From an optimization exercise on the open Yosys and OpenROAD flow, aimed at small area, a short achievable clock period and few clock cycles; shortcuts taken in it are not production practice.
Function was checked by simulation only, so behaviour that the tests miss may differ from the original.
The clock port is modelled as an ideal driver; clocking choices that lean on that would not hold on a real chip.
Power figures rest on the tool's default switching activity, not on a simulated workload.

==> flow/design.v (outline; a module is shown in full before it is edited, if it fits) <==
// module fp_unpack: 22 lines
// module fp_norm23: 19 lines
// module fp_store: 10 lines
// module fp_repack: 7 lines
// module fp_fetch: 19 lines
// module fp_mul_round: 41 lines
// module mul24b: 910 lines
// module booth_enc: 16 lines
// module inc31: 94 lines
// module add28: 161 lines
// module gt31: 129 lines
// module fp_add_order: 11 lines
// module fp_add_align: 46 lines
// module fp_add_round: 39 lines
// module mm_core: 370 lines
// module mm_lane: 88 lines
module mm_core (
    input  wire        clk,
    input  wire        rst,
    input  wire        cmd_valid,
    output reg         cmd_ready,
    input  wire [31:0] cmd_word,
    output reg         rsp_valid,
    output reg  [2:0]  rsp_status,
    output reg  [31:0] rsp_data
);
  // ...
==> flow/flow/run.sh <==
#!/bin/bash
set -euo pipefail
cd "$(dirname "$0")/.."
export BUFFER_PORTS_ARGS="-buffer_cell sky130_fd_sc_hd__buf_4"
export PRE_CTS_TCL="$PWD/flow/pre_cts.tcl"
export CTS_ARGS="-sink_clustering_enable -repair_clock_nets -sink_clustering_size 24 -sink_clustering_max_diameter 80 -wire_unit 30"
bash standard.sh > standard.log 2>&1
==> flow/flow/pre_cts.tcl <==
# Before clock tree synthesis, give some flip-flops the strongest drive of
# their cell type (dfxtp_1 -> dfxtp_4):
# - those that drive an output port through its port buffer, so the
#   clock-to-output path is shorter;
# - those whose output drives many pins directly.
set block [ord::get_db_block]
set strong [[ord::get_db] findMaster sky130_fd_sc_hd__dfxtp_4]
set n_out 0
set n_fan 0
proc drives_output {net} {
  foreach it [$net getITerms] {
    set inst [$it getInst]
    foreach oit [$inst getITerms] {
      if {![$oit isOutputSignal]} { continue }
      set n2 [$oit getNet]
      if {$n2 ne "NULL" && [llength [$n2 getBTerms]] > 0} { return 1 }
    }
  }
  return 0
}
foreach inst [$block getInsts] {
  if {[[$inst getMaster] getName] ne "sky130_fd_sc_hd__dfxtp_1"} { continue }
  set q [$inst findITerm Q]
  set net [$q getNet]
  if {$net eq "NULL"} { continue }
  if {[llength [$net getBTerms]] > 0 || [drives_output $net]} {
    $inst swapMaster $strong
    incr n_out
  } elseif {[llength [$net getITerms]] > 9} {
    $inst swapMaster $strong
    incr n_fan
  }
}
puts "pre_cts: upsized $n_out flip-flops at outputs and $n_fan with a large fanout"
==> flow/standard.sh <==
#!/bin/bash
# synth_recipe.tcl (not shown) runs the flow's synth.tcl, then flattens the netlist and writes it again
# the make line also repeats each setting of config.mk as NAME=value (left out here)
make -C /OpenROAD-flow-scripts/flow DESIGN_CONFIG=/design/flow/config.mk WORK_HOME=/design/flow/orfs CLKGATE_MAP_FILE= SYNTH_SCRIPT=/design/flow/synth_recipe.tcl "${@:-finish}"
==> flow/config.mk <==
export PLATFORM = sky130hd
export DESIGN_NAME = mm_core
export DESIGN_NICKNAME = mm_core
export VERILOG_FILES = /design/flow/design.v
export SDC_FILE = /design/flow/constraint.sdc
export NUM_CORES = 8
export LEC_CHECK = 0
export ABC_AREA = 1
export CAP_MARGIN = 20
export CORE_MARGIN = 2
export CORE_UTILIZATION = 55
export CTS_CLUSTER_DIAMETER = 80
export CTS_CLUSTER_SIZE = 24
export PLACE_DENSITY = 0.65
export SLEW_MARGIN = 20
export SYNTH_MEMORY_MAX_BITS = 16384
==> flow/constraint.sdc <==
create_clock -name core_clock -period 45.0 [get_ports {clk}]
set_input_delay 9.0000 -clock core_clock [delete_from_list [all_inputs] [get_ports {clk}]]
set_output_delay 9.0000 -clock core_clock [all_outputs]
set_load 0.01 [all_outputs]
==> flow_metrics.tcl, run 1 <==
set metrics [dict create \
    status "timing/DRC/antenna clean" \
    maxCapViolCount 0 \
    cp.depth 1 \
    setup.worst_path.start "cmd_ready$_SDFF_PP1_" \
    ir_worst_vdd_mv 0.1582 \
    dp_slack_ns 34.24 \
    num_rows 324 \
    fill_cells 66250 \
    routabilityCongestion 1.006 \
    power_leader "sequential cells" \
    nFlopsAndLatches 11410 \
    max_stage_delay_ns 0.35 \
    critPathSlowestCell "dfxtp_4" \
    p_leak_nw 201.8 \
    finalCoreUtilization_pct 58.85 \
    dp_cells 52380 \
    path_delay_family "flip-flops" \
    final_common_cell "dfxtp_1" \
    synth_cell_types 87 \
    r2r_end "in_reg[4][0]$_DFFE_PP_" \
    min_period_over_period_pct 23.47 \
    first_pass_iters 10 \
    yosys.area_share.simple_pct 13.26 \
    grt_pass1_vias 293900 \
    synth_nets 46350 \
    cts_resized 0 \
    ios 72 \
    slew_violations 0 \
]
Testbench counts, summed over its fixed seeds: cycles 13,282.
==> module mm_core, before the edit <==
module mm_core (
    input  wire        clk,
    input  wire        rst,
    input  wire        cmd_valid,
    output reg         cmd_ready,
    input  wire [31:0] cmd_word,
    output reg         rsp_valid,
    output reg  [2:0]  rsp_status,
    output reg  [31:0] rsp_data
);
    integer k;
    genvar  l;
    reg  [5:0] phi;                      
    reg  [1:0] psi;                      
    reg  [5:0] clr;                      
    wire       sweep = (clr != 6'd0);
    always @(posedge clk)
        if (rst) begin
            phi <= 6'd0;
            psi <= 2'd0;
            clr <= 6'd48;
        end else begin
            phi <= (phi == 6'd47) ? 6'd0 : phi + 6'd1;
            psi <= (psi == 2'd2) ? 2'd0 : psi + 2'd1;
            if (sweep) clr <= clr - 6'd1;
        end
    wire [5:0] phi1 = (phi == 6'd47) ? 6'd0 : phi + 6'd1;
    reg  [31:0] f0, f1;                  
    reg  [1:0]  fc;
    wire        push = cmd_valid & cmd_ready;
    wire        pop;                     
    wire [31:0] h = f0;
    wire        hv = (fc != 2'd0);
    wire [1:0]  fc_pop  = fc - {1'b0, pop};
    wire [1:0]  fc_next = fc_pop + {1'b0, push};
    always @(posedge clk) begin
        if (rst) begin
            fc        <= 2'd0;
            cmd_ready <= 1'b1;
        end else begin
            fc        <= fc_next;
            cmd_ready <= (fc_next != 2'd2);
        end
    end
    always @(posedge clk) begin
        if (pop)
            f0 <= (fc == 2'd2) ? f1 : cmd_word;
        else if (fc == 2'd0)
            f0 <= cmd_word;
        if (push && fc_pop == 2'd1)
            f1 <= cmd_word;
    end
    reg         expd;                    
    reg  [31:0] cw;                      
    reg  [31:0] in_reg [0:15];
    reg  [15:0] izero;                   
    reg  [15:0] ozero;                   
    reg  [4:0]  vp;                      
    reg  [15:0] fresh;                   
    reg         mid1, mid2;              
    reg  [1:0]  tap_q;
    reg  [3:0]  icol;                    
    reg         tpend;                   
    reg         tai;                     
    reg         ttag;                    
    reg         icap;                    
    reg  [4:0]  nin, nout;
    reg  [1:0]  sl;                      
    reg  [4:0]  lt;                      
    reg         cap1, cap2;              
    reg  [3:0]  wb_v;
    reg  [2:0]  wb_lane [0:3];
    reg  [5:0]  wb_slot [0:3];
    reg  [32:0] wb_data [0:3];
    localparam RQN = 24;
    reg  [RQN-1:0] rq_v;                 
    reg  [RQN-1:0] rq_mk;                
    reg  [3:0]  rq_d   [0:RQN-1];        
    reg         gbusy;
    reg  [5:0]  gslot;
    reg  [2:0]  glane;
    wire [31:0] w    = expd ? cw : h;    
    wire [5:0]  opc  = w[31:26];
    wire        two  = (opc == 6'h01) || (opc == 6'h03) || (opc == 6'h06) ||
                       (opc == 6'h09) || (opc == 6'h10) || (opc == 6'h11);
    reg         legal;
    always @* begin
        case (opc)
            6'h00:                      legal = (w[25:0] == 26'd0);
            6'h01, 6'h02, 6'h03, 6'h04: legal = (w[25:16] == 10'd0);
            6'h09, 6'h0B:               legal = (w[25:4] == 22'd0);
            6'h0A:                      legal = (w[25:10] == 16'd0);
            default:                    legal = 1'b0;
        endcase
    end
    wire        c_op    = (opc == 6'h01) || (opc == 6'h02) || (opc == 6'h03) || (opc == 6'h04);
    wire        ci_form = (opc[2:0] == 3'd3) || (opc[2:0] == 3'd4);    
    wire        c_ok    = ci_form ? (w[15:8] == 8'd0)
                                  : ((w[15:12] == 4'd0) && (w[7:4] == 4'd0));
    wire [3:0]  c_o     = ci_form ? w[7:4] : w[11:8];
    wire [3:0]  c_i     = w[3:0];
    wire [7:0]  c_o11   = {4'd0, c_o} + {3'd0, c_o, 1'b0} + {1'b0, c_o, 3'b000};
    wire [2:0]  c_lane  = c_o11[7:5];
    wire [1:0]  c_j     = c_o[1:0] - {c_lane[0], 1'b0} - {1'b0, c_lane[0]} - {c_lane[1], 1'b0};
    wire [5:0]  c_slot  = (c_lane == 3'd5) ? {2'd0, c_i} : ({2'd0, c_i} + {1'b0, c_i, 1'b0} + {4'd0, c_j});
    wire [4:0]  t_nin   = (w[4:0] == 5'd0) ? 5'd1 : (w[4:0] > 5'd16) ? 5'd16 : w[4:0];
    wire [4:0]  t_nout  = (w[9:5] == 5'd0) ? 5'd1 : (w[9:5] > 5'd16) ? 5'd16 : w[9:5];
    wire        tbusy   = tpend & ~tai;
    wire        rq_full = rq_v[RQN-1];
    wire        rq_mks  = |(rq_v & rq_mk);
    wire        wb_full = &wb_v;
    reg  [3:0]  wb_hit;
    reg  [1:0]  wb_free;
    always @* begin
        for (k = 0; k < 4; k = k + 1)
            wb_hit[k] = wb_v[k] && (wb_lane[k] == c_lane) && (wb_slot[k] == c_slot);
        wb_free = 2'd0;
        for (k = 3; k >= 0; k = k - 1)
            if (!wb_v[k]) wb_free = k[1:0];
    end
    wire        is_setc  = legal && ((opc == 6'h01) || (opc == 6'h03)) && c_ok;
    wire        is_getc  = legal && ((opc == 6'h02) || (opc == 6'h04)) && c_ok;
    wire        is_tick  = legal && (opc == 6'h0A);
    wire        is_seti  = legal && (opc == 6'h09);
    wire        is_geto  = legal && (opc == 6'h0B);
    wire        issue0;
    reg         stall;
    always @* begin
        stall = rq_full;
        if (is_seti)  stall = rq_full | (tbusy & (({1'b0, w[3:0]} >= vp) | ((mid1 | mid2) & (w[3:0] == icol))));
        if (is_tick)  stall = rq_full | tpend | rq_mks;
        if (is_getc)  stall = tpend | (rq_v != {RQN{1'b0}}) | (wb_v != 4'd0) | mid1 | mid2 | issue0;
        if (is_setc)  stall = rq_full | tbusy | wb_full | (wb_hit != 4'd0);
        if (sweep)    stall = 1'b1;
    end
    wire        go      = hv & ~gbusy;
    wire        take_cw = go & two & ~expd;              
    wire        exec    = go & (~two | expd) & ~stall;   
    assign pop = take_cw | exec;
    wire        do_setc = exec & is_setc;
    wire        do_seti = exec & is_seti;
    wire        do_tick = exec & is_tick;
    wire        do_getc = exec & is_getc;
    wire        do_push = exec & ~is_getc;
    wire [1:0]  p_st    = ~legal ? 2'd3 : (c_op && !c_ok) ? 2'd1 : 2'd0;
    wire [3:0]  col     = vp[3:0];
    wire [5:0]  col3    = {2'd0, col} + {1'b0, col, 1'b0};
    wire [1:0]  jcur    = mid1 ? 2'd1 : mid2 ? 2'd2 : 2'd0;
    wire [3:0]  rcol    = (mid1 | mid2) ? icol : col;
    wire [5:0]  rd_slot = {2'd0, rcol} + {1'b0, rcol, 1'b0} + {4'd0, jcur};
    reg  [3:0]  fm;
    reg  [3:0]  cm [0:2];
    always @* begin
        for (k = 0; k < 4; k = k + 1) begin
            fm[k]    = wb_v[k] && ((wb_lane[k] == 3'd5) ? (jcur == 2'd0 && wb_slot[k][3:0] == rcol)
                                                         : (wb_slot[k] == rd_slot));
            cm[0][k] = wb_v[k] && ((wb_lane[k] == 3'd5) ? (wb_slot[k][3:0] == col)
                                                         : (wb_slot[k] == col3));
            cm[1][k] = wb_v[k] && (wb_lane[k] != 3'd5) && (wb_slot[k] == col3 + 6'd1);
            cm[2][k] = wb_v[k] && (wb_lane[k] != 3'd5) && (wb_slot[k] == col3 + 6'd2);
        end
    end
    wire        wb_blk  = ((cm[0] & (cm[0] - 4'd1)) != 4'd0) || ((cm[1] & (cm[1] - 4'd1)) != 4'd0) ||
                          ((cm[2] & (cm[2] - 4'd1)) != 4'd0);
    wire [1:0]  fe      = fm[0] ? 2'd0 : fm[1] ? 2'd1 : fm[2] ? 2'd2 : 2'd3;
    wire        fwd_v   = (fm != 4'd0) & ~gbusy;
    wire [2:0]  fwd_lane = wb_lane[fe];
    wire [32:0] fwd_data = wb_data[fe];
    wire        want    = tbusy ? (vp < nin) : (~vp[4] && fresh[col] && !icap);
    wire        aligned = (psi == 2'd0) && (phi[1:0] == col3[1:0]);
    assign      issue0  = want & aligned & ~wb_blk & ~gbusy & ~sweep;
    wire        issue   = issue0 | mid1 | mid2;
    wire [5:0]  tsl     = gbusy ? gslot : col3;
    wire [6:0]  tdr     = {1'b0, tsl} - {1'b0, phi};
    wire [5:0]  tdm     = tdr[6] ? (tdr[5:0] + 6'd48) : tdr[5:0];
    wire [1:0]  tap12   = (tdm >= 6'd36) ? 2'd3 : (tdm >= 6'd24) ? 2'd2 : (tdm >= 6'd12) ? 2'd1 : 2'd0;
    wire        gtap_ok = (tdm == 6'd0) || (tdm == 6'd12) || (tdm == 6'd24) || (tdm == 6'd36);
    wire [1:0]  tap     = (mid1 | mid2) ? tap_q : tap12;
    wire [3:0]  t5off   = (gbusy ? gslot[3:0] : col) - phi[3:0];
    wire [2:0]  tap5    = t5off[3:1];
    wire [4:0]  vp_next = vp + {4'd0, issue0};
    wire        rs_seti = do_seti && !tbusy && ({1'b0, w[3:0]} < vp_next);
    wire        rs_setc = do_setc && ({1'b0, c_i} < vp_next);
    wire        rs_tick = do_tick && (vp_next > t_nin);
    wire        done_ai = tbusy && (vp == nin);
    wire        restart = rs_seti | rs_setc | rs_tick | done_ai;
    wire        lastcol  = issue0 && tbusy && (vp_next == nin);
    wire [3:0]  xcol = (mid1 | mid2) ? icol : col;
    wire [31:0] xin = izero[xcol] ? 32'd0 : in_reg[xcol];
    wire [22:0] xu_m; wire [9:0] xu_e; wire xu_s, xu_n, xu_i, xu_z;
    fp_unpack u_xun (.a(xin), .m(xu_m), .e(xu_e), .sgn(xu_s), .nan(xu_n), .inf(xu_i), .zero(xu_z));
    wire [11:0] xu_one, xu_two, xu_neg;
    booth_enc u_xbe (.b({1'b1, xu_m}), .one(xu_one), .two(xu_two), .neg(xu_neg));
    reg  [11:0] x_one, x_two, x_neg;
    reg  [9:0]  x_e;
    reg         x_s, x_n, x_i, x_z;
    always @(posedge clk)
        begin
            x_one <= xu_one; x_two <= xu_two; x_neg <= xu_neg;
            x_e <= xu_e; x_s <= xu_s; x_n <= xu_n; x_i <= xu_i; x_z <= xu_z;
        end
    reg v1, v2, f1st, f2st;
    always @(posedge clk) begin
        if (rst) begin
            v1 <= 1'b0; v2 <= 1'b0;
        end else begin
            v1 <= issue; v2 <= v1;
        end
        f1st <= (issue0 & (col == 4'd0)) | ((mid1 | mid2) & f1st);
        f2st <= f1st;
    end
    reg         ins_q;
    reg  [1:0]  ins_e;
    reg  [2:0]  ins_lane;
    reg  [32:0] ins_data;
    reg         ins_n;
    reg  [1:0]  ins_en;
    always @* begin
        ins_n = 1'b0; ins_en = 2'd0;
        for (k = 3; k >= 0; k = k - 1)
            if (wb_v[k] && !(ins_q && ins_e == k[1:0]) &&
                ((wb_lane[k] == 3'd5) ? (wb_slot[k][3:0] == phi1[3:0]) : (wb_slot[k] == phi1))) begin
                ins_n = 1'b1; ins_en = k[1:0];
            end
    end
    always @(posedge clk) begin
        if (rst) ins_q <= 1'b0;
        else     ins_q <= ins_n;
        ins_e    <= ins_en;
        ins_lane <= wb_lane[ins_en];
        ins_data <= wb_data[ins_en];
    end
    wire [32:0] lane_tap [0:5];
    wire [31:0] lane_ob  [0:5];
    wire [2:0]  cap_j;
    generate
        for (l = 0; l < 6; l = l + 1) begin : g_lane
            wire [2:0] tsel = (l == 5) ? tap5 : {1'b0, tap};
            mm_lane #(.N((l == 5) ? 16 : 48), .TS((l == 5) ? 2 : 12), .J((l == 5) ? 1 : 3)) u_lane (
                .clk(clk),
                .ins(sweep || (ins_q && ins_lane == l)), .ins_data(sweep ? 33'd0 : ins_data),
                .tap(tsel), .tap_out(lane_tap[l]),
                .fwd(fwd_v && fwd_lane == l), .fwd_data(fwd_data),
                .x_one(x_one), .x_two(x_two), .x_neg(x_neg),
                .x_e(x_e), .x_s(x_s), .x_n(x_n), .x_i(x_i), .x_z(x_z),
                .v2(v2), .first2(f2st),
                .cap((cap_j[0] && 3 * l < nout) || (cap_j[1] && 3 * l + 1 < nout) ||
                     (cap_j[2] && 3 * l + 2 < nout)),
                .ob(lane_ob[l])
            );
        end
    endgenerate
    wire        cap0 = lt[4];
    wire        icap0 = icap & (sl == 2'd3) & (psi == 2'd2) & ~cap1 & ~cap2;
    assign      cap_j = {cap2, cap1, cap0 | icap0};
    wire [7:0]  rq_o11  = {4'd0, rq_d[0]} + {3'd0, rq_d[0], 1'b0} + {1'b0, rq_d[0], 3'b000};
    wire [2:0]  rq_lane = rq_o11[7:5];
    wire [1:0]  rq_j    = rq_d[0][1:0] - {rq_lane[0], 1'b0} - {1'b0, rq_lane[0]} - {rq_lane[1], 1'b0};
    wire [1:0]  psi_n   = (psi == 2'd2) ? 2'd0 : psi + 2'd1;
    wire        rq_pop  = rq_v[0] & (~rq_mk[0] | (~tpend & (rq_j == psi_n)));
    wire [RQN-1:0] rq_vs = rq_pop ? {1'b0, rq_v[RQN-1:1]} : rq_v;
    wire [31:0] o_rd    = ozero[rq_d[0]] ? 32'd0 : lane_ob[rq_lane];
    wire [31:0] g_rd;
    fp_repack u_grp (.q(lane_tap[glane]), .a(g_rd));
    wire        g_now   = gbusy && ((glane == 3'd5) ? ~t5off[0] : gtap_ok);
    wire [32:0] d_st;
    fp_store u_dst (.a(h), .q(d_st));
    always @(posedge clk) begin
        if (rst) begin
            expd  <= 1'b0;
            izero <= 16'hFFFF;
            ozero <= 16'hFFFF;
            vp    <= 5'd0;
            fresh <= 16'd0;
            mid1  <= 1'b0;
            mid2  <= 1'b0;
            tpend <= 1'b0;
            tai   <= 1'b0;
            ttag  <= 1'b0;
            icap  <= 1'b0;
            sl    <= 2'd0;
            lt    <= 5'd0;
            cap1  <= 1'b0;
            cap2  <= 1'b0;
            wb_v  <= 4'd0;
            rq_v  <= {RQN{1'b0}};
            gbusy <= 1'b0;
            rsp_valid <= 1'b0;
        end else begin
            if (take_cw)   expd <= 1'b1;
            else if (exec) expd <= 1'b0;
            if (do_seti) begin
                izero[w[3:0]] <= 1'b0;
                fresh[w[3:0]] <= 1'b1;
            end
            mid1 <= issue0;
            mid2 <= mid1;
            sl   <= issue ? 2'd1 : (sl == 2'd3) ? 2'd3 : sl + 2'd1;
            if (restart) vp <= 5'd0;
            else         vp <= vp_next;
            lt   <= {lt[3:0], lastcol};
            if (lastcol) ttag <= 1'b1;
            if (done_ai) begin
                tai   <= 1'b1;
                if (!ttag && !lastcol) icap <= 1'b1;
            end
            if (do_tick) begin
                tpend <= 1'b1;
                tai   <= 1'b0;
                ttag  <= 1'b0;
                fresh <= 16'd0;
            end
            cap1 <= cap0 | icap0;
            cap2 <= cap1;
            if (icap0) icap <= 1'b0;
            for (k = 0; k < 16; k = k + 1)
                if (k < nout && ((k % 3 == 0 && (cap0 | icap0)) || (k % 3 == 1 && cap1) || (k % 3 == 2 && cap2)))
                    ozero[k] <= 1'b0;
            if (cap2) begin
                tpend <= 1'b0;
                tai   <= 1'b0;
                ttag  <= 1'b0;
            end
            if (ins_q) wb_v[ins_e] <= 1'b0;
            if (do_setc) wb_v[wb_free] <= 1'b1;
            if (do_getc)    gbusy <= 1'b1;
            else if (g_now) gbusy <= 1'b0;
            rsp_valid <= rq_pop | g_now;
            for (k = 0; k < RQN; k = k + 1) begin
                if (rq_pop)
                    rq_v[k] <= (k < RQN - 1) ? rq_v[k + 1] : 1'b0;
                if (do_push && !rq_vs[k] && (k == 0 || rq_vs[k - 1]))
                    rq_v[k] <= 1'b1;
            end
        end
    end
    always @(posedge clk) begin
        if (take_cw) cw <= h;
        if (do_seti) in_reg[w[3:0]] <= h;
        if (do_tick) begin
            nin  <= t_nin;
            nout <= t_nout;
        end
        if (issue0) begin
            tap_q <= tap12;
            icol  <= col;
        end
        if (do_setc) begin
            wb_lane[wb_free] <= c_lane;
            wb_slot[wb_free] <= c_slot;
            wb_data[wb_free] <= d_st;
        end
        if (do_getc) begin
            gslot <= c_slot;
            glane <= c_lane;
        end
        rsp_status <= (rq_pop && !rq_mk[0]) ? {1'b0, rq_d[0][1:0]} : 3'd0;
        rsp_data   <= !rq_pop ? g_rd : rq_mk[0] ? o_rd : 32'd0;
        for (k = 0; k < RQN; k = k + 1) begin
            if (rq_pop && k < RQN - 1) begin
                rq_mk[k] <= rq_mk[k + 1];
                rq_d[k]  <= rq_d[k + 1];
            end
            if (do_push && !rq_vs[k] && (k == 0 || rq_vs[k - 1])) begin
                rq_mk[k] <= is_geto;
                rq_d[k]  <= is_geto ? w[3:0] : {2'b00, p_st};
            end
        end
    end
endmodule
==> module mm_lane, before the edit <==
module mm_lane #(
    parameter N  = 48,                
    parameter TS = 12,                
    parameter J  = 3                  
) (
    input  wire        clk,
    input  wire        ins,           
    input  wire [32:0] ins_data,
    input  wire [2:0]  tap,
    output wire [32:0] tap_out,       
    input  wire        fwd,           
    input  wire [32:0] fwd_data,
    input  wire [11:0] x_one,         
    input  wire [11:0] x_two,
    input  wire [11:0] x_neg,
    input  wire [9:0]  x_e,
    input  wire        x_s,
    input  wire        x_n,
    input  wire        x_i,
    input  wire        x_z,
    input  wire        v2,            
    input  wire        first2,        
    input  wire        cap,           
    output wire [31:0] ob             
);
    reg [33*N-1:0] ring;
    always @(posedge clk)
        ring <= {ins ? ins_data : ring[32:0], ring[33*N-1:33]};
    wire [32:0] t = ring[33*TS*tap +: 33];
    assign tap_out = t;
    wire [22:0] cu_m; wire [9:0] cu_e; wire cu_s, cu_n, cu_i, cu_z;
    fp_fetch u_cf (.q(fwd ? fwd_data : t), .m(cu_m), .e(cu_e), .sgn(cu_s), .nan(cu_n), .inf(cu_i), .zero(cu_z));
    reg [22:0] c_m; reg [9:0] c_e; reg c_s, c_n, c_i, c_z;
    always @(posedge clk) begin
        c_m <= cu_m; c_e <= cu_e; c_s <= cu_s; c_n <= cu_n; c_i <= cu_i; c_z <= cu_z;
    end
    wire [26:0] ph;
    wire        pst;
    mul24b u_mul (.a({1'b1, c_m}), .one(x_one), .two(x_two), .neg(x_neg), .ph(ph), .pst(pst));
    reg [26:0] p_p; reg p_st; reg [9:0] p_e; reg p_s, p_n, p_i, p_z;
    always @(posedge clk) begin
        p_p  <= ph;
        p_st <= pst;
        p_e  <= c_e + x_e - 10'd127;
        p_s  <= c_s ^ x_s;
        p_n  <= c_n | x_n | (c_i & x_z) | (x_i & c_z);
        p_i  <= c_i | x_i;
        p_z  <= c_z | x_z;
    end
    wire [31:0] prod;
    fp_mul_round u_rnd (.p(p_p), .st(p_st), .e0(p_e), .sgn(p_s), .nan(p_n), .inf(p_i),
                        .zero(p_z), .y(prod));
    reg [31:0] acc, acc2;
    reg [31:0] r_prod;
    always @(posedge clk) begin
        r_prod <= v2 ? prod : 32'h80000000;
        acc2   <= first2 ? 32'd0 : acc;
    end
    wire        o_sw; wire [7:0] o_d;
    fp_add_order u_ord (.a(acc2), .b(r_prod), .swap(o_sw), .d(o_d));
    wire [27:0] as; wire [7:0] aex; wire asg, azs, ana, ain, ais;
    fp_add_align u_aln (.a(acc2), .b(r_prod), .swap(o_sw), .d(o_d), .s(as), .ex(aex), .sgn(asg), .zsgn(azs),
                        .nan(ana), .inf(ain), .isgn(ais));
    reg [27:0] a_s; reg [7:0] a_ex; reg a_sg, a_zs, a_na, a_in, a_is;
    always @(posedge clk) begin
        a_s <= as; a_ex <= aex; a_sg <= asg; a_zs <= azs; a_na <= ana; a_in <= ain; a_is <= ais;
    end
    wire [31:0] sum;
    fp_add_round u_ard (.s(a_s), .ex(a_ex), .sgn(a_sg), .zsgn(a_zs), .nan(a_na), .inf(a_in),
                        .isgn(a_is), .y(sum));
    always @(posedge clk) acc <= sum;
    generate
        if (J == 3) begin : g_ob3
            reg [31:0] ob0, ob1, ob2;
            always @(posedge clk) begin
                ob0 <= cap ? acc : ob2;
                ob1 <= ob0;
                ob2 <= ob1;
            end
            assign ob = ob2;
        end else begin : g_ob1
            reg [31:0] ob0;
            always @(posedge clk)
                if (cap) ob0 <= acc;
            assign ob = ob0;
        end
    endgenerate
endmodule
==> run 2, diff against run 1 <==
--- a/flow/design.v
+++ b/flow/design.v
@@ -1428,2 +1428,449 @@
 endmodule
+module mul24s (
+    input  wire        clk,
+    input  wire [1:0]  g,         
+    input  wire [23:0] a,
+    input  wire [11:0] one_all,   
+    input  wire [11:0] two_all,
+    input  wire [11:0] neg_all,
+    output wire [26:0] ph,        
+    output wire        pst        
+);
+    wire        last = (g == 2'd2);
+    wire [3:0]  one = (g == 2'd0) ? one_all[3:0] : (g == 2'd1) ? one_all[7:4] : one_all[11:8];
+    wire [3:0]  two = (g == 2'd0) ? two_all[3:0] : (g == 2'd1) ? two_all[7:4] : two_all[11:8];
+    wire [3:0]  neg = (g == 2'd0) ? neg_all[3:0] : (g == 2'd1) ? neg_all[7:4] : neg_all[11:8];
+    reg  [27:0] sr, cr;
+    reg         cir, str;
+    wire        first = (g == 2'd0);
+    wire [27:0] s  = first ? 28'd0 : sr;
+    wire [27:0] c  = first ? 28'd0 : cr;
+    wire        ci = ~first & cir;
+    wire pp0_0 = (one[0] & a[0]) ^ neg[0];
+    wire pp0_1 = ((one[0] & a[1]) | (two[0] & a[0])) ^ neg[0];
+    wire pp0_2 = ((one[0] & a[2]) | (two[0] & a[1])) ^ neg[0];
+    wire pp0_3 = ((one[0] & a[3]) | (two[0] & a[2])) ^ neg[0];
+    wire pp0_4 = ((one[0] & a[4]) | (two[0] & a[3])) ^ neg[0];
+    wire pp0_5 = ((one[0] & a[5]) | (two[0] & a[4])) ^ neg[0];
+    wire pp0_6 = ((one[0] & a[6]) | (two[0] & a[5])) ^ neg[0];
+    wire pp0_7 = ((one[0] & a[7]) | (two[0] & a[6])) ^ neg[0];
+    wire pp0_8 = ((one[0] & a[8]) | (two[0] & a[7])) ^ neg[0];
+    wire pp0_9 = ((one[0] & a[9]) | (two[0] & a[8])) ^ neg[0];
+    wire pp0_10 = ((one[0] & a[10]) | (two[0] & a[9])) ^ neg[0];
+    wire pp0_11 = ((one[0] & a[11]) | (two[0] & a[10])) ^ neg[0];
+    wire pp0_12 = ((one[0] & a[12]) | (two[0] & a[11])) ^ neg[0];
+    wire pp0_13 = ((one[0] & a[13]) | (two[0] & a[12])) ^ neg[0];
+    wire pp0_14 = ((one[0] & a[14]) | (two[0] & a[13])) ^ neg[0];
+    wire pp0_15 = ((one[0] & a[15]) | (two[0] & a[14])) ^ neg[0];
+    wire pp0_16 = ((one[0] & a[16]) | (two[0] & a[15])) ^ neg[0];
+    wire pp0_17 = ((one[0] & a[17]) | (two[0] & a[16])) ^ neg[0];
+    wire pp0_18 = ((one[0] & a[18]) | (two[0] & a[17])) ^ neg[0];
+    wire pp0_19 = ((one[0] & a[19]) | (two[0] & a[18])) ^ neg[0];
+    wire pp0_20 = ((one[0] & a[20]) | (two[0] & a[19])) ^ neg[0];
+    wire pp0_21 = ((one[0] & a[21]) | (two[0] & a[20])) ^ neg[0];
+    wire pp0_22 = ((one[0] & a[22]) | (two[0] & a[21])) ^ neg[0];
+    wire pp0_23 = ((one[0] & a[23]) | (two[0] & a[22])) ^ neg[0];
+    wire pp0_24 = (two[0] & a[23]) ^ neg[0];
+    wire pp1_0 = (one[1] & a[0]) ^ neg[1];
+    wire pp1_1 = ((one[1] & a[1]) | (two[1] & a[0])) ^ neg[1];
+    wire pp1_2 = ((one[1] & a[2]) | (two[1] & a[1])) ^ neg[1];
+    wire pp1_3 = ((one[1] & a[3]) | (two[1] & a[2])) ^ neg[1];
+    wire pp1_4 = ((one[1] & a[4]) | (two[1] & a[3])) ^ neg[1];
+    wire pp1_5 = ((one[1] & a[5]) | (two[1] & a[4])) ^ neg[1];
+    wire pp1_6 = ((one[1] & a[6]) | (two[1] & a[5])) ^ neg[1];
+    wire pp1_7 = ((one[1] & a[7]) | (two[1] & a[6])) ^ neg[1];
+    wire pp1_8 = ((one[1] & a[8]) | (two[1] & a[7])) ^ neg[1];
+    wire pp1_9 = ((one[1] & a[9]) | (two[1] & a[8])) ^ neg[1];
+    wire pp1_10 = ((one[1] & a[10]) | (two[1] & a[9])) ^ neg[1];
+    wire pp1_11 = ((one[1] & a[11]) | (two[1] & a[10])) ^ neg[1];
+    wire pp1_12 = ((one[1] & a[12]) | (two[1] & a[11])) ^ neg[1];
+    wire pp1_13 = ((one[1] & a[13]) | (two[1] & a[12])) ^ neg[1];
+    wire pp1_14 = ((one[1] & a[14]) | (two[1] & a[13])) ^ neg[1];
+    wire pp1_15 = ((one[1] & a[15]) | (two[1] & a[14])) ^ neg[1];
+    wire pp1_16 = ((one[1] & a[16]) | (two[1] & a[15])) ^ neg[1];
+    wire pp1_17 = ((one[1] & a[17]) | (two[1] & a[16])) ^ neg[1];
+    wire pp1_18 = ((one[1] & a[18]) | (two[1] & a[17])) ^ neg[1];
+    wire pp1_19 = ((one[1] & a[19]) | (two[1] & a[18])) ^ neg[1];
+    wire pp1_20 = ((one[1] & a[20]) | (two[1] & a[19])) ^ neg[1];
+    wire pp1_21 = ((one[1] & a[21]) | (two[1] & a[20])) ^ neg[1];
+    wire pp1_22 = ((one[1] & a[22]) | (two[1] & a[21])) ^ neg[1];
+    wire pp1_23 = ((one[1] & a[23]) | (two[1] & a[22])) ^ neg[1];
+    wire pp1_24 = (two[1] & a[23]) ^ neg[1];
+    wire pp2_0 = (one[2] & a[0]) ^ neg[2];
+    wire pp2_1 = ((one[2] & a[1]) | (two[2] & a[0])) ^ neg[2];
+    wire pp2_2 = ((one[2] & a[2]) | (two[2] & a[1])) ^ neg[2];
+    wire pp2_3 = ((one[2] & a[3]) | (two[2] & a[2])) ^ neg[2];
+    wire pp2_4 = ((one[2] & a[4]) | (two[2] & a[3])) ^ neg[2];
+    wire pp2_5 = ((one[2] & a[5]) | (two[2] & a[4])) ^ neg[2];
+    wire pp2_6 = ((one[2] & a[6]) | (two[2] & a[5])) ^ neg[2];
+    wire pp2_7 = ((one[2] & a[7]) | (two[2] & a[6])) ^ neg[2];
+    wire pp2_8 = ((one[2] & a[8]) | (two[2] & a[7])) ^ neg[2];
+    wire pp2_9 = ((one[2] & a[9]) | (two[2] & a[8])) ^ neg[2];
+    wire pp2_10 = ((one[2] & a[10]) | (two[2] & a[9])) ^ neg[2];
+    wire pp2_11 = ((one[2] & a[11]) | (two[2] & a[10])) ^ neg[2];
+    wire pp2_12 = ((one[2] & a[12]) | (two[2] & a[11])) ^ neg[2];
+    wire pp2_13 = ((one[2] & a[13]) | (two[2] & a[12])) ^ neg[2];
+    wire pp2_14 = ((one[2] & a[14]) | (two[2] & a[13])) ^ neg[2];
+    wire pp2_15 = ((one[2] & a[15]) | (two[2] & a[14])) ^ neg[2];
+    wire pp2_16 = ((one[2] & a[16]) | (two[2] & a[15])) ^ neg[2];
+    wire pp2_17 = ((one[2] & a[17]) | (two[2] & a[16])) ^ neg[2];
+    wire pp2_18 = ((one[2] & a[18]) | (two[2] & a[17])) ^ neg[2];
+    wire pp2_19 = ((one[2] & a[19]) | (two[2] & a[18])) ^ neg[2];
+    wire pp2_20 = ((one[2] & a[20]) | (two[2] & a[19])) ^ neg[2];
+    wire pp2_21 = ((one[2] & a[21]) | (two[2] & a[20])) ^ neg[2];
+    wire pp2_22 = ((one[2] & a[22]) | (two[2] & a[21])) ^ neg[2];
+    wire pp2_23 = ((one[2] & a[23]) | (two[2] & a[22])) ^ neg[2];
+    wire pp2_24 = (two[2] & a[23]) ^ neg[2];
+    wire pp3_0 = (one[3] & a[0]) ^ neg[3];
+    wire pp3_1 = ((one[3] & a[1]) | (two[3] & a[0])) ^ neg[3];
+    wire pp3_2 = ((one[3] & a[2]) | (two[3] & a[1])) ^ neg[3];
+    wire pp3_3 = ((one[3] & a[3]) | (two[3] & a[2])) ^ neg[3];
+    wire pp3_4 = ((one[3] & a[4]) | (two[3] & a[3])) ^ neg[3];
+    wire pp3_5 = ((one[3] & a[5]) | (two[3] & a[4])) ^ neg[3];
+    wire pp3_6 = ((one[3] & a[6]) | (two[3] & a[5])) ^ neg[3];
+    wire pp3_7 = ((one[3] & a[7]) | (two[3] & a[6])) ^ neg[3];
+    wire pp3_8 = ((one[3] & a[8]) | (two[3] & a[7])) ^ neg[3];
+    wire pp3_9 = ((one[3] & a[9]) | (two[3] & a[8])) ^ neg[3];
+    wire pp3_10 = ((one[3] & a[10]) | (two[3] & a[9])) ^ neg[3];
+    wire pp3_11 = ((one[3] & a[11]) | (two[3] & a[10])) ^ neg[3];
+    wire pp3_12 = ((one[3] & a[12]) | (two[3] & a[11])) ^ neg[3];
+    wire pp3_13 = ((one[3] & a[13]) | (two[3] & a[12])) ^ neg[3];
+    wire pp3_14 = ((one[3] & a[14]) | (two[3] & a[13])) ^ neg[3];
+    wire pp3_15 = ((one[3] & a[15]) | (two[3] & a[14])) ^ neg[3];
+    wire pp3_16 = ((one[3] & a[16]) | (two[3] & a[15])) ^ neg[3];
+    wire pp3_17 = ((one[3] & a[17]) | (two[3] & a[16])) ^ neg[3];
+    wire pp3_18 = ((one[3] & a[18]) | (two[3] & a[17])) ^ neg[3];
+    wire pp3_19 = ((one[3] & a[19]) | (two[3] & a[18])) ^ neg[3];
+    wire pp3_20 = ((one[3] & a[20]) | (two[3] & a[19])) ^ neg[3];
+    wire pp3_21 = ((one[3] & a[21]) | (two[3] & a[20])) ^ neg[3];
+    wire pp3_22 = ((one[3] & a[22]) | (two[3] & a[21])) ^ neg[3];
+    wire pp3_23 = ((one[3] & a[23]) | (two[3] & a[22])) ^ neg[3];
+    wire pp3_24 = (two[3] & a[23]) ^ neg[3];
+    wire t1 = pp0_6 ^ pp1_4;
+    wire t2 = pp0_6 & pp1_4;
+    wire t3 = pp0_7 ^ pp1_5;
+    wire t4 = pp0_7 & pp1_5;
+    wire t5 = pp0_8 ^ pp1_6 ^ pp2_4;
+    wire t6 = (pp0_8 & pp1_6) | (pp0_8 & pp2_4) | (pp1_6 & pp2_4);
+    wire t7 = pp0_9 ^ pp1_7 ^ pp2_5;
+    wire t8 = (pp0_9 & pp1_7) | (pp0_9 & pp2_5) | (pp1_7 & pp2_5);
+    wire t9 = pp3_3 ^ s[9];
+    wire t10 = pp3_3 & s[9];
+    wire t11 = pp0_10 ^ pp1_8 ^ pp2_6;
+    wire t12 = (pp0_10 & pp1_8) | (pp0_10 & pp2_6) | (pp1_8 & pp2_6);
+    wire t13 = pp3_4 ^ s[10] ^ c[10];
+    wire t14 = (pp3_4 & s[10]) | (pp3_4 & c[10]) | (s[10] & c[10]);
+    wire t15 = pp0_11 ^ pp1_9 ^ pp2_7;
+    wire t16 = (pp0_11 & pp1_9) | (pp0_11 & pp2_7) | (pp1_9 & pp2_7);
+    wire t17 = pp3_5 ^ s[11];
+    wire t18 = pp3_5 & s[11];
+    wire t19 = pp0_12 ^ pp1_10 ^ pp2_8;
+    wire t20 = (pp0_12 & pp1_10) | (pp0_12 & pp2_8) | (pp1_10 & pp2_8);
+    wire t21 = pp3_6 ^ s[12] ^ c[12];
+    wire t22 = (pp3_6 & s[12]) | (pp3_6 & c[12]) | (s[12] & c[12]);
+    wire t23 = pp0_13 ^ pp1_11 ^ pp2_9;
+    wire t24 = (pp0_13 & pp1_11) | (pp0_13 & pp2_9) | (pp1_11 & pp2_9);
+    wire t25 = pp3_7 ^ s[13];
+    wire t26 = pp3_7 & s[13];
+    wire t27 = pp0_14 ^ pp1_12 ^ pp2_10;
+    wire t28 = (pp0_14 & pp1_12) | (pp0_14 & pp2_10) | (pp1_12 & pp2_10);
+    wire t29 = pp3_8 ^ s[14] ^ c[14];
+    wire t30 = (pp3_8 & s[14]) | (pp3_8 & c[14]) | (s[14] & c[14]);
+    wire t31 = pp0_15 ^ pp1_13 ^ pp2_11;
+    wire t32 = (pp0_15 & pp1_13) | (pp0_15 & pp2_11) | (pp1_13 & pp2_11);
+    wire t33 = pp3_9 ^ s[15];
+    wire t34 = pp3_9 & s[15];
+    wire t35 = pp0_16 ^ pp1_14 ^ pp2_12;
+    wire t36 = (pp0_16 & pp1_14) | (pp0_16 & pp2_12) | (pp1_14 & pp2_12);
+    wire t37 = pp3_10 ^ s[16] ^ c[16];
+    wire t38 = (pp3_10 & s[16]) | (pp3_10 & c[16]) | (s[16] & c[16]);
+    wire t39 = pp0_17 ^ pp1_15 ^ pp2_13;
+    wire t40 = (pp0_17 & pp1_15) | (pp0_17 & pp2_13) | (pp1_15 & pp2_13);
+    wire t41 = pp3_11 ^ s[17];
+    wire t42 = pp3_11 & s[17];
+    wire t43 = pp0_18 ^ pp1_16 ^ pp2_14;
+    wire t44 = (pp0_18 & pp1_16) | (pp0_18 & pp2_14) | (pp1_16 & pp2_14);
+    wire t45 = pp3_12 ^ s[18] ^ c[18];
+    wire t46 = (pp3_12 & s[18]) | (pp3_12 & c[18]) | (s[18] & c[18]);
+    wire t47 = pp0_19 ^ pp1_17 ^ pp2_15;
+    wire t48 = (pp0_19 & pp1_17) | (pp0_19 & pp2_15) | (pp1_17 & pp2_15);
+    wire t49 = pp3_13 ^ s[19];
+    wire t50 = pp3_13 & s[19];
+    wire t51 = pp0_20 ^ pp1_18 ^ pp2_16;
+    wire t52 = (pp0_20 & pp1_18) | (pp0_20 & pp2_16) | (pp1_18 & pp2_16);
+    wire t53 = pp3_14 ^ s[20] ^ c[20];
+    wire t54 = (pp3_14 & s[20]) | (pp3_14 & c[20]) | (s[20] & c[20]);
+    wire t55 = pp0_21 ^ pp1_19 ^ pp2_17;
+    wire t56 = (pp0_21 & pp1_19) | (pp0_21 & pp2_17) | (pp1_19 & pp2_17);
+    wire t57 = pp3_15 ^ s[21];
+    wire t58 = pp3_15 & s[21];
+    wire t59 = pp0_22 ^ pp1_20 ^ pp2_18;
+    wire t60 = (pp0_22 & pp1_20) | (pp0_22 & pp2_18) | (pp1_20 & pp2_18);
+    wire t61 = pp3_16 ^ s[22] ^ c[22];
+    wire t62 = (pp3_16 & s[22]) | (pp3_16 & c[22]) | (s[22] & c[22]);
+    wire t63 = pp0_23 ^ pp1_21 ^ pp2_19;
+    wire t64 = (pp0_23 & pp1_21) | (pp0_23 & pp2_19) | (pp1_21 & pp2_19);
+    wire t65 = pp3_17 ^ s[23];
+    wire t66 = pp3_17 & s[23];
+    wire t67 = pp0_24 ^ pp1_22 ^ pp2_20;
+    wire t68 = (pp0_24 & pp1_22) | (pp0_24 & pp2_20) | (pp1_22 & pp2_20);
+    wire t69 = pp3_18 ^ s[24] ^ c[24];
+    wire t70 = (pp3_18 & s[24]) | (pp3_18 & c[24]) | (s[24] & c[24]);
+    wire t71 = ~neg[0] ^ pp1_23 ^ pp2_21;
+    wire t72 = (~neg[0] & pp1_23) | (~neg[0] & pp2_21) | (pp1_23 & pp2_21);
+    wire t73 = pp3_19 ^ s[25];
+    wire t74 = pp3_19 & s[25];
+    wire t75 = pp1_24 ^ pp2_22 ^ pp3_20;
+    wire t76 = (pp1_24 & pp2_22) | (pp1_24 & pp3_20) | (pp2_22 & pp3_20);
+    wire t77 = s[26] ^ c[26];
+    wire t78 = s[26] & c[26];
+    wire t79 = ~neg[1] ^ pp2_23 ^ pp3_21;
+    wire t80 = (~neg[1] & pp2_23) | (~neg[1] & pp3_21) | (pp2_23 & pp3_21);
+    wire t81 = pp0_0 ^ neg[0];
+    wire t82 = pp0_0 & neg[0];
+    wire t83 = pp0_2 ^ pp1_0;
+    wire t84 = pp0_2 & pp1_0;
+    wire t85 = pp0_3 ^ pp1_1;
+    wire t86 = pp0_3 & pp1_1;
+    wire t87 = pp0_4 ^ pp1_2 ^ pp2_0;
+    wire t88 = (pp0_4 & pp1_2) | (pp0_4 & pp2_0) | (pp1_2 & pp2_0);
+    wire t89 = neg[2] ^ s[4];
+    wire t90 = neg[2] & s[4];
+    wire t91 = pp0_5 ^ pp1_3 ^ pp2_1;
+    wire t92 = (pp0_5 & pp1_3) | (pp0_5 & pp2_1) | (pp1_3 & pp2_1);
+    wire t93 = s[5] ^ c[5];
+    wire t94 = s[5] & c[5];
+    wire t95 = t1 ^ pp2_2 ^ pp3_0;
+    wire t96 = (t1 & pp2_2) | (t1 & pp3_0) | (pp2_2 & pp3_0);
+    wire t97 = neg[3] ^ s[6] ^ c[6];
+    wire t98 = (neg[3] & s[6]) | (neg[3] & c[6]) | (s[6] & c[6]);
+    wire t99 = t2 ^ t3 ^ pp2_3;
+    wire t100 = (t2 & t3) | (t2 & pp2_3) | (t3 & pp2_3);
+    wire t101 = pp3_1 ^ s[7] ^ c[7];
+    wire t102 = (pp3_1 & s[7]) | (pp3_1 & c[7]) | (s[7] & c[7]);
+    wire t103 = t4 ^ t5 ^ pp3_2;
+    wire t104 = (t4 & t5) | (t4 & pp3_2) | (t5 & pp3_2);
+    wire t105 = s[8] ^ c[8] ^ (a[0] & last);
+    wire t106 = (s[8] & c[8]) | (s[8] & (a[0] & last)) | (c[8] & (a[0] & last));
+    wire t107 = t6 ^ t7 ^ t9;
+    wire t108 = (t6 & t7) | (t6 & t9) | (t7 & t9);
+    wire t109 = c[9] ^ (a[1] & last) ^ last;
+    wire t110 = (c[9] & (a[1] & last)) | (c[9] & last) | ((a[1] & last) & last);
+    wire t111 = t8 ^ t10 ^ t11;
+    wire t112 = (t8 & t10) | (t8 & t11) | (t10 & t11);
+    wire t113 = t13 ^ (a[2] & last) ^ last;
+    wire t114 = (t13 & (a[2] & last)) | (t13 & last) | ((a[2] & last) & last);
+    wire t115 = t12 ^ t14 ^ t15;
+    wire t116 = (t12 & t14) | (t12 & t15) | (t14 & t15);
+    wire t117 = t17 ^ c[11] ^ (a[3] & last);
+    wire t118 = (t17 & c[11]) | (t17 & (a[3] & last)) | (c[11] & (a[3] & last));
+    wire t119 = t16 ^ t18 ^ t19;
+    wire t120 = (t16 & t18) | (t16 & t19) | (t18 & t19);
+    wire t121 = t21 ^ (a[4] & last) ^ last;
+    wire t122 = (t21 & (a[4] & last)) | (t21 & last) | ((a[4] & last) & last);
+    wire t123 = t20 ^ t22 ^ t23;
+    wire t124 = (t20 & t22) | (t20 & t23) | (t22 & t23);
+    wire t125 = t25 ^ c[13] ^ (a[5] & last);
+    wire t126 = (t25 & c[13]) | (t25 & (a[5] & last)) | (c[13] & (a[5] & last));
+    wire t127 = t24 ^ t26 ^ t27;
+    wire t128 = (t24 & t26) | (t24 & t27) | (t26 & t27);
+    wire t129 = t29 ^ (a[6] & last) ^ last;
+    wire t130 = (t29 & (a[6] & last)) | (t29 & last) | ((a[6] & last) & last);
+    wire t131 = t28 ^ t30 ^ t31;
+    wire t132 = (t28 & t30) | (t28 & t31) | (t30 & t31);
+    wire t133 = t33 ^ c[15] ^ (a[7] & last);
+    wire t134 = (t33 & c[15]) | (t33 & (a[7] & last)) | (c[15] & (a[7] & last));
+    wire t135 = t32 ^ t34 ^ t35;
+    wire t136 = (t32 & t34) | (t32 & t35) | (t34 & t35);
+    wire t137 = t37 ^ (a[8] & last) ^ last;
+    wire t138 = (t37 & (a[8] & last)) | (t37 & last) | ((a[8] & last) & last);
+    wire t139 = t36 ^ t38 ^ t39;
+    wire t140 = (t36 & t38) | (t36 & t39) | (t38 & t39);
+    wire t141 = t41 ^ c[17] ^ (a[9] & last);
+    wire t142 = (t41 & c[17]) | (t41 & (a[9] & last)) | (c[17] & (a[9] & last));
+    wire t143 = t40 ^ t42 ^ t43;
+    wire t144 = (t40 & t42) | (t40 & t43) | (t42 & t43);
+    wire t145 = t45 ^ (a[10] & last) ^ last;
+    wire t146 = (t45 & (a[10] & last)) | (t45 & last) | ((a[10] & last) & last);
+    wire t147 = t44 ^ t46 ^ t47;
+    wire t148 = (t44 & t46) | (t44 & t47) | (t46 & t47);
+    wire t149 = t49 ^ c[19] ^ (a[11] & last);
+    wire t150 = (t49 & c[19]) | (t49 & (a[11] & last)) | (c[19] & (a[11] & last));
+    wire t151 = t48 ^ t50 ^ t51;
+    wire t152 = (t48 & t50) | (t48 & t51) | (t50 & t51);
+    wire t153 = t53 ^ (a[12] & last) ^ last;
+    wire t154 = (t53 & (a[12] & last)) | (t53 & last) | ((a[12] & last) & last);
+    wire t155 = t52 ^ t54 ^ t55;
+    wire t156 = (t52 & t54) | (t52 & t55) | (t54 & t55);
+    wire t157 = t57 ^ c[21] ^ (a[13] & last);
+    wire t158 = (t57 & c[21]) | (t57 & (a[13] & last)) | (c[21] & (a[13] & last));
+    wire t159 = t56 ^ t58 ^ t59;
+    wire t160 = (t56 & t58) | (t56 & t59) | (t58 & t59);
+    wire t161 = t61 ^ (a[14] & last) ^ last;
+    wire t162 = (t61 & (a[14] & last)) | (t61 & last) | ((a[14] & last) & last);
+    wire t163 = t60 ^ t62 ^ t63;
+    wire t164 = (t60 & t62) | (t60 & t63) | (t62 & t63);
+    wire t165 = t65 ^ c[23] ^ (a[15] & last);
+    wire t166 = (t65 & c[23]) | (t65 & (a[15] & last)) | (c[23] & (a[15] & last));
+    wire t167 = t64 ^ t66 ^ t67;
+    wire t168 = (t64 & t66) | (t64 & t67) | (t66 & t67);
+    wire t169 = t69 ^ (a[16] & last) ^ last;
+    wire t170 = (t69 & (a[16] & last)) | (t69 & last) | ((a[16] & last) & last);
+    wire t171 = t68 ^ t70 ^ t71;
+    wire t172 = (t68 & t70) | (t68 & t71) | (t70 & t71);
+    wire t173 = t73 ^ c[25] ^ (a[17] & last);
+    wire t174 = (t73 & c[25]) | (t73 & (a[17] & last)) | (c[25] & (a[17] & last));
+    wire t175 = t72 ^ t74 ^ t75;
+    wire t176 = (t72 & t74) | (t72 & t75) | (t74 & t75);
+    wire t177 = t77 ^ (a[18] & last) ^ last;
+    wire t178 = (t77 & (a[18] & last)) | (t77 & last) | ((a[18] & last) & last);
+    wire t179 = t76 ^ t78 ^ t79;
+    wire t180 = (t76 & t78) | (t76 & t79) | (t78 & t79);
+    wire t181 = s[27] ^ c[27] ^ (a[19] & last);
+    wire t182 = (s[27] & c[27]) | (s[27] & (a[19] & last)) | (c[27] & (a[19] & last));
+    wire t183 = t80 ^ pp2_24 ^ pp3_22;
+    wire t184 = (t80 & pp2_24) | (t80 & pp3_22) | (pp2_24 & pp3_22);
+    wire t185 = (a[20] & last) ^ last;
+    wire t186 = (a[20] & last) & last;
+    wire t187 = ~neg[2] ^ pp3_23;
+    wire t188 = ~neg[2] & pp3_23;
+    wire t189 = t81 ^ s[0];
+    wire t190 = t81 & s[0];
+    wire t191 = t82 ^ pp0_1 ^ s[1];
+    wire t192 = (t82 & pp0_1) | (t82 & s[1]) | (pp0_1 & s[1]);
+    wire t193 = t83 ^ neg[1] ^ s[2];
+    wire t194 = (t83 & neg[1]) | (t83 & s[2]) | (neg[1] & s[2]);
+    wire t195 = t84 ^ t85 ^ s[3];
+    wire t196 = (t84 & t85) | (t84 & s[3]) | (t85 & s[3]);
+    wire t197 = t86 ^ t87 ^ t89;
+    wire t198 = (t86 & t87) | (t86 & t89) | (t87 & t89);
+    wire t199 = t88 ^ t90 ^ t91;
+    wire t200 = (t88 & t90) | (t88 & t91) | (t90 & t91);
+    wire t201 = t92 ^ t94 ^ t95;
+    wire t202 = (t92 & t94) | (t92 & t95) | (t94 & t95);
+    wire t203 = t96 ^ t98 ^ t99;
+    wire t204 = (t96 & t98) | (t96 & t99) | (t98 & t99);
+    wire t205 = t100 ^ t102 ^ t103;
+    wire t206 = (t100 & t102) | (t100 & t103) | (t102 & t103);
+    wire t207 = t104 ^ t106 ^ t107;
+    wire t208 = (t104 & t106) | (t104 & t107) | (t106 & t107);
+    wire t209 = t108 ^ t110 ^ t111;
+    wire t210 = (t108 & t110) | (t108 & t111) | (t110 & t111);
+    wire t211 = t112 ^ t114 ^ t115;
+    wire t212 = (t112 & t114) | (t112 & t115) | (t114 & t115);
+    wire t213 = t116 ^ t118 ^ t119;
+    wire t214 = (t116 & t118) | (t116 & t119) | (t118 & t119);
+    wire t215 = t120 ^ t122 ^ t123;
+    wire t216 = (t120 & t122) | (t120 & t123) | (t122 & t123);
+    wire t217 = t124 ^ t126 ^ t127;
+    wire t218 = (t124 & t126) | (t124 & t127) | (t126 & t127);
+    wire t219 = t128 ^ t130 ^ t131;
+    wire t220 = (t128 & t130) | (t128 & t131) | (t130 & t131);
+    wire t221 = t132 ^ t134 ^ t135;
+    wire t222 = (t132 & t134) | (t132 & t135) | (t134 & t135);
+    wire t223 = t136 ^ t138 ^ t139;
+    wire t224 = (t136 & t138) | (t136 & t139) | (t138 & t139);
+    wire t225 = t140 ^ t142 ^ t143;
+    wire t226 = (t140 & t142) | (t140 & t143) | (t142 & t143);
+    wire t227 = t144 ^ t146 ^ t147;
+    wire t228 = (t144 & t146) | (t144 & t147) | (t146 & t147);
+    wire t229 = t148 ^ t150 ^ t151;
+    wire t230 = (t148 & t150) | (t148 & t151) | (t150 & t151);
+    wire t231 = t152 ^ t154 ^ t155;
+    wire t232 = (t152 & t154) | (t152 & t155) | (t154 & t155);
+    wire t233 = t156 ^ t158 ^ t159;
+    wire t234 = (t156 & t158) | (t156 & t159) | (t158 & t159);
+    wire t235 = t160 ^ t162 ^ t163;
+    wire t236 = (t160 & t162) | (t160 & t163) | (t162 & t163);
+    wire t237 = t164 ^ t166 ^ t167;
+    wire t238 = (t164 & t166) | (t164 & t167) | (t166 & t167);
+    wire t239 = t168 ^ t170 ^ t171;
+    wire t240 = (t168 & t170) | (t168 & t171) | (t170 & t171);
+    wire t241 = t172 ^ t174 ^ t175;
+    wire t242 = (t172 & t174) | (t172 & t175) | (t174 & t175);
+    wire t243 = t176 ^ t178 ^ t179;
+    wire t244 = (t176 & t178) | (t176 & t179) | (t178 & t179);
+    wire t245 = t180 ^ t182 ^ t183;
+    wire t246 = (t180 & t182) | (t180 & t183) | (t182 & t183);
+    wire t247 = t184 ^ t186 ^ t187;
+    wire t248 = (t184 & t186) | (t184 & t187) | (t186 & t187);
+    wire t249 = t188 ^ pp3_24 ^ (a[22] & last);
+    wire t250 = (t188 & pp3_24) | (t188 & (a[22] & last)) | (pp3_24 & (a[22] & last));
+    wire t251 = t189 ^ c[0];
+    wire t252 = t189 & c[0];
+    wire t253 = t190 ^ t191 ^ c[1];
+    wire t254 = (t190 & t191) | (t190 & c[1]) | (t191 & c[1]);
+    wire t255 = t192 ^ t193 ^ c[2];
+    wire t256 = (t192 & t193) | (t192 & c[2]) | (t193 & c[2]);
+    wire t257 = t194 ^ t195 ^ c[3];
+    wire t258 = (t194 & t195) | (t194 & c[3]) | (t195 & c[3]);
+    wire t259 = t196 ^ t197 ^ c[4];
+    wire t260 = (t196 & t197) | (t196 & c[4]) | (t197 & c[4]);
+    wire t261 = t198 ^ t199 ^ t93;
+    wire t262 = (t198 & t199) | (t198 & t93) | (t199 & t93);
+    wire t263 = t200 ^ t201 ^ t97;
+    wire t264 = (t200 & t201) | (t200 & t97) | (t201 & t97);
+    wire t265 = t202 ^ t203 ^ t101;
+    wire t266 = (t202 & t203) | (t202 & t101) | (t203 & t101);
+    wire t267 = t204 ^ t205 ^ t105;
+    wire t268 = (t204 & t205) | (t204 & t105) | (t205 & t105);
+    wire t269 = t206 ^ t207 ^ t109;
+    wire t270 = (t206 & t207) | (t206 & t109) | (t207 & t109);
+    wire t271 = t208 ^ t209 ^ t113;
+    wire t272 = (t208 & t209) | (t208 & t113) | (t209 & t113);
+    wire t273 = t210 ^ t211 ^ t117;
+    wire t274 = (t210 & t211) | (t210 & t117) | (t211 & t117);
+    wire t275 = t212 ^ t213 ^ t121;
+    wire t276 = (t212 & t213) | (t212 & t121) | (t213 & t121);
+    wire t277 = t214 ^ t215 ^ t125;
+    wire t278 = (t214 & t215) | (t214 & t125) | (t215 & t125);
+    wire t279 = t216 ^ t217 ^ t129;
+    wire t280 = (t216 & t217) | (t216 & t129) | (t217 & t129);
+    wire t281 = t218 ^ t219 ^ t133;
+    wire t282 = (t218 & t219) | (t218 & t133) | (t219 & t133);
+    wire t283 = t220 ^ t221 ^ t137;
+    wire t284 = (t220 & t221) | (t220 & t137) | (t221 & t137);
+    wire t285 = t222 ^ t223 ^ t141;
+    wire t286 = (t222 & t223) | (t222 & t141) | (t223 & t141);
+    wire t287 = t224 ^ t225 ^ t145;
+    wire t288 = (t224 & t225) | (t224 & t145) | (t225 & t145);
+    wire t289 = t226 ^ t227 ^ t149;
+    wire t290 = (t226 & t227) | (t226 & t149) | (t227 & t149);
+    wire t291 = t228 ^ t229 ^ t153;
+    wire t292 = (t228 & t229) | (t228 & t153) | (t229 & t153);
+    wire t293 = t230 ^ t231 ^ t157;
+    wire t294 = (t230 & t231) | (t230 & t157) | (t231 & t157);
+    wire t295 = t232 ^ t233 ^ t161;
+    wire t296 = (t232 & t233) | (t232 & t161) | (t233 & t161);
+    wire t297 = t234 ^ t235 ^ t165;
+    wire t298 = (t234 & t235) | (t234 & t165) | (t235 & t165);
+    wire t299 = t236 ^ t237 ^ t169;
+    wire t300 = (t236 & t237) | (t236 & t169) | (t237 & t169);
+    wire t301 = t238 ^ t239 ^ t173;
+    wire t302 = (t238 & t239) | (t238 & t173) | (t239 & t173);
+    wire t303 = t240 ^ t241 ^ t177;
+    wire t304 = (t240 & t241) | (t240 & t177) | (t241 & t177);
+    wire t305 = t242 ^ t243 ^ t181;
+    wire t306 = (t242 & t243) | (t242 & t181) | (t243 & t181);
+    wire t307 = t244 ^ t245 ^ t185;
+    wire t308 = (t244 & t245) | (t244 & t185) | (t245 & t185);
+    wire t309 = t246 ^ t247 ^ (a[21] & last);
+    wire t310 = (t246 & t247) | (t246 & (a[21] & last)) | (t247 & (a[21] & last));
+    wire t311 = t248 ^ t249 ^ last;
+    wire t312 = (t248 & t249) | (t248 & last) | (t249 & last);
+    wire t313 = t250 ^ ~neg[3] ^ (a[23] & last);
+    wire t314 = (t250 & ~neg[3]) | (t250 & (a[23] & last)) | (~neg[3] & (a[23] & last));
+    wire [35:0] r0 = {1'b0, 1'b0, 1'b0, t314, t312, t310, t308, t306, t304, t302, t300, t298, t296, t294, t292, t290, t288, t286, t284, t282, t280, t278, t276, t274, t272, t270, t268, t266, t264, t262, t260, t258, t256, t254, t252, t251};
+    wire [35:0] r1 = {1'b0, 1'b0, 1'b0, 1'b0, t313, t311, t309, t307, t305, t303, t301, t299, t297, t295, t293, t291, t289, t287, t285, t283, t281, t279, t277, t275, t273, t271, t269, t267, t265, t263, t261, t259, t257, t255, t253, ci};
+    wire [8:0]  lo = {1'b0, r0[7:0]} + {1'b0, r1[7:0]};
+    always @(posedge clk) begin
+        sr  <= r0[35:8];
+        cr  <= r1[35:8];
+        cir <= lo[8];
+        str <= (~first & str) | (lo[7:0] != 8'd0);
+    end
+    wire [31:0] pf = r0[31:0] + r1[31:0];
+    assign ph  = pf[31:5];
+    assign pst = str | (pf[4:0] != 5'd0);
+endmodule
 module fp_add_order (
@@ -1767,2 +2214,3 @@
                 .fwd(fwd_v && fwd_lane == l), .fwd_data(fwd_data),
+                .ld_c(issue0), .psi(psi),
                 .x_one(x_one), .x_two(x_two), .x_neg(x_neg),
@@ -1770,4 +2218,4 @@
                 .v2(v2), .first2(f2st),
-                .cap((cap_j[0] && 3 * l < nout) || (cap_j[1] && 3 * l + 1 < nout) ||
-                     (cap_j[2] && 3 * l + 2 < nout)),
+                .cap((cap_j[0] && l != 5 && 3 * l < nout) || (cap_j[1] && 3 * l + 1 < nout) ||
+                     (cap_j[2] && ((l == 5) ? (5'd15 < nout) : (3 * l + 2 < nout)))),
                 .ob(lane_ob[l])
@@ -1906,2 +2354,4 @@
     input  wire [32:0] fwd_data,
+    input  wire        ld_c,          
+    input  wire [1:0]  psi,           
     input  wire [11:0] x_one,         
@@ -1927,8 +2377,17 @@
     reg [22:0] c_m; reg [9:0] c_e; reg c_s, c_n, c_i, c_z;
-    always @(posedge clk) begin
-        c_m <= cu_m; c_e <= cu_e; c_s <= cu_s; c_n <= cu_n; c_i <= cu_i; c_z <= cu_z;
-    end
+    always @(posedge clk)
+        if (J == 3 || ld_c) begin
+            c_m <= cu_m; c_e <= cu_e; c_s <= cu_s; c_n <= cu_n; c_i <= cu_i; c_z <= cu_z;
+        end
     wire [26:0] ph;
     wire        pst;
-    mul24b u_mul (.a({1'b1, c_m}), .one(x_one), .two(x_two), .neg(x_neg), .ph(ph), .pst(pst));
+    generate
+        if (J == 3) begin : g_mul
+            mul24b u_mul (.a({1'b1, c_m}), .one(x_one), .two(x_two), .neg(x_neg), .ph(ph), .pst(pst));
+        end else begin : g_muls
+            wire [1:0] g = (psi == 2'd1) ? 2'd0 : (psi == 2'd2) ? 2'd1 : 2'd2;
+            mul24s u_mul (.clk(clk), .g(g), .a({1'b1, c_m}), .one_all(x_one), .two_all(x_two),
+                          .neg_all(x_neg), .ph(ph), .pst(pst));
+        end
+    endgenerate
     reg [26:0] p_p; reg p_st; reg [9:0] p_e; reg p_s, p_n, p_i, p_z;
==> run 2 against run 1 <==
  * Via count down 1.4%
  * Register-to-register slack worse by 0.17 ns
  * Global-route usage down 0.54 points
  * Sequential cell count up 51
  * Largest power group unchanged
==> flow_metrics.tcl, run 2 <==
set metrics [dict create \
    power_mw 26.95 \
    start_kind "flip-flop" \
    die_x_um 882.4 \
    vias_per_cell 5.647 \
    ios 72 \
    crit_chain "buf_4" \
    synth_most_common_cell "dfxtp_1" \
    finalHoldViolCount 0 \
    synth_area_leaders "dfxtp_1 49%, edfxtp_1 7.0%, fa_1 6.8%" \
    synth_mux_area_share_pct 0.1430 \
    routabilityCongestion 1.005 \
    hold_buffers 0 \
    synth_cell_types 92 \
    synthCells 42820 \
    p_leak_nw 199.4 \
    cts_tree "yes" \
    grt-ovfl-total 0 \
    drt_iter0_drc 30550 \
    synth_commonest_cells "10470 x dfxtp_1, 7029 x nand2_1, 4330 x inv_1" \
    max_freq_mhz 94.30 \
    rsz0062_at_grt "false" \
    clkTransAtPathRegs_ns 0.09 \
    async_flop_share_pct 0 \
    grt_max_degree 168 \
    clk_latency_ns 1.14 \
    period_minus_slack_ns 10.60 \
    required_ns 36.00 \
    die_area_mm2 0.7786 \
    num_rows 322 \
    synth_compound_area_share_pct 8.598 \
    fill_cells 65560 \
    final_antenna_net_count 0 \
    netlist_area_mm2 0.4244 \
    reg2reg_setup_slack_ns 34.84 \
    grt_antenna_before_repair 112 \
    synth_top_family_by_area "simple AND/OR/NAND/NOR gates" \
    syn_area_per_cell_um2 9.910 \
    syn2layout_area_growth_pct 7.066 \
    min_period_over_period_pct 23.56 \
    setup_viol 0 \
    end_kind "output pin" \
    skew_ns 0.1265 \
    worst_pin_slew_ns 1.384 \
    layout_common_cells "10410 x dfxtp_1, 7017 x nand2_1, 4303 x inv_1" \
    port_buffers 70 \
    yosysWarnings 16 \
    place_area_mm2 0.4353 \
    crit_buf_inv 1 \
    cts_resized 0 \
    dp_cells 51770 \
    vias 297700 \
    maxSlewHeadroom_pct 7.317 \
    core_area_mm2 0.7687 \
    tns_ns 0 \
    worstPathMaxFanout 2 \
    arrival_ns 1.60 \
    synthXorXnorAreaFrac_pct 4.828 \
    power_density_mw_per_mm2 59.31 \
    initial_utilization_pct 55.21 \
    nets 44940 \
    wl_per_cell_um 25.27 \
    slew_violations 0 \
    critPathKind "flip-flop to output pin" \
    synth_fa_ha_area_share_pct 10.54 \
    grt_first_pass_wirelength_um 1919000 \
    largest_reg_flops 8448 \
    remaining_drc_errors 0 \
    status "timing/DRC/antenna clean" \
    grt_pass1_vias 286800 \
    final_area_mm2 0.4544 \
    min_path_type "flip-flop to flip-flop" \
    synth_nets 45570 \
    yosysTopAreaCell "dfxtp_1" \
    yosys.area_share.simple_pct 13.61 \
    grt_usage_pct 33.36 \
    ir_worst_vdd_mv 0.1927 \
    routed_wl_um 1332000 \
    cts-buffers-inserted 613 \
    path_delay_family "flip-flops" \
    maxCapViolCount 0 \
    holdWs_ns 0.2514 \
    critPathSlowestCell "dfxtp_4" \
    stdcell_count 52710 \
    drive_above_1_share_pct 5.173 \
    ys.flop_type "dfxtp_1" \
    ys_seq_elements 11460 \
    max_stage_delay_ns 0.35 \
    clock_sinks 11460 \
    synth_edf_count 989 \
    seq_area_frac_synth_pct 56.41 \
    first_pass_iters 14 \
    final_common_cell "dfxtp_1" \
    yosys.area.top_type_share_pct 49.41 \
    post_cts_buffers 0 \
    die_height_um 882.4 \
    dp_hpwl_um 972000 \
]
## run 2: cell types whose count changed in the layout (fill, tap and decap cells not counted), moves of 83 or more
cell and delta:
fa_1 -121, inv_1 -149, nand2_1 -173, nand3_1 +222, o21ai_0 -107, o21ai_1 +83
o22ai_1 -114, xor2_1 -196
## run 2: path summary, 6_finish.rpt
path,from,endpoint,depth (start not counted)
hold / removal,g_lane[1].u_lane.ring[1274]$_DFF_P_,g_lane[1].u_lane.ring[1241]$_DFF_P_,0
setup reg to reg,expd$_SDFFE_PP0N_,in_reg[7][23]$_DFFE_PP_,37
hold reg to reg,g_lane[1].u_lane.ring[1274]$_DFF_P_,g_lane[1].u_lane.ring[1241]$_DFF_P_,0
setup / recovery,cmd_ready$_SDFF_PP1_,cmd_ready,1
## run 2: power breakdown
part / internal [mW] / switching, mW
clock: 2.66 / 3.30
combinational: 2.80 / 6.86
sequential: 10.9 / 0.412
total: 16.4 / 10.6
## run 2: cell type report
cell class              instances  area, um2  share of cell area (%)
clock buffers                 692      15990                   3.520
inverters                    4527      17070                   3.756
flip-flops and latches      11460     239600                   52.73
clock inverters               142       2336                  0.5141
multi-input cells           24930     161000                   35.44
well taps                   10210      12770                   2.810
diodes                         97      242.7                 0.05342
repair buffers                655       5340                   1.175
## run 2: through the flow
| stage | worst slack [ns] | utilization, % |
|---|---|---|
| after floorplan | 33.23 | - |
| after global placement | 34.08 | 56.59 |
| after detailed placement | 34.04 | 56.62 |
| after CTS | 34.31 | 59.03 |
| after global routing | 34.07 | 59.08 |
| final | 34.40 | 59.11 |
## run 2: cells by family after synthesis
| family | after synthesis |
|---|---|
| AO/OA/AOI/OAI | 6315 |
| XOR/XNOR | 2337 |
| adder cells (fa/ha/maj) | 2715 |
| buffers and inverters | 6430 |
| flip-flops | 11460 |
| multiplexers | 60 |
| other | 1 |
| AND/OR/NAND/NOR | 13500 |
## run 2: metal layers
metal / routed length (um) / share of wire, % / global-route usage (%) / vias to the layer above
met3: 127200 / 9.6 / 8.938 / 3613
li1: - / - / - / 137700
met5: 841 / 0.063 / 0.3691 / -
met4: 92870 / 7.0 / 19.16 / 44
met1: 551400 / 41 / 43.98 / 142700
met2: 559800 / 42 / 49.72 / 13590
Testbench counts of run 2, summed over its fixed seeds: cycles 13,282.

## re-timing with driven ports
In the flow no input, the clock included, has a driving cell. The finished layouts below were timed again as built, in two steps. Step 1 assumes that a clkbuf_16 drives the clock port and a buf_2 every other input. Step 2 also shifts input and output timing later by t, the mid clock arrival at the registers, as if the neighbouring blocks saw the same clock. Three values: ideal ports, drivers, drivers and shift; two values: the first two.
run | t (ns) | setup slack, ns
run 1 | 1.250 | 34.440 / 34.291 / 34.127
run 2 | 1.240 | 34.396 / 34.249 / 34.052
After both steps setup and hold are still met in every run listed.
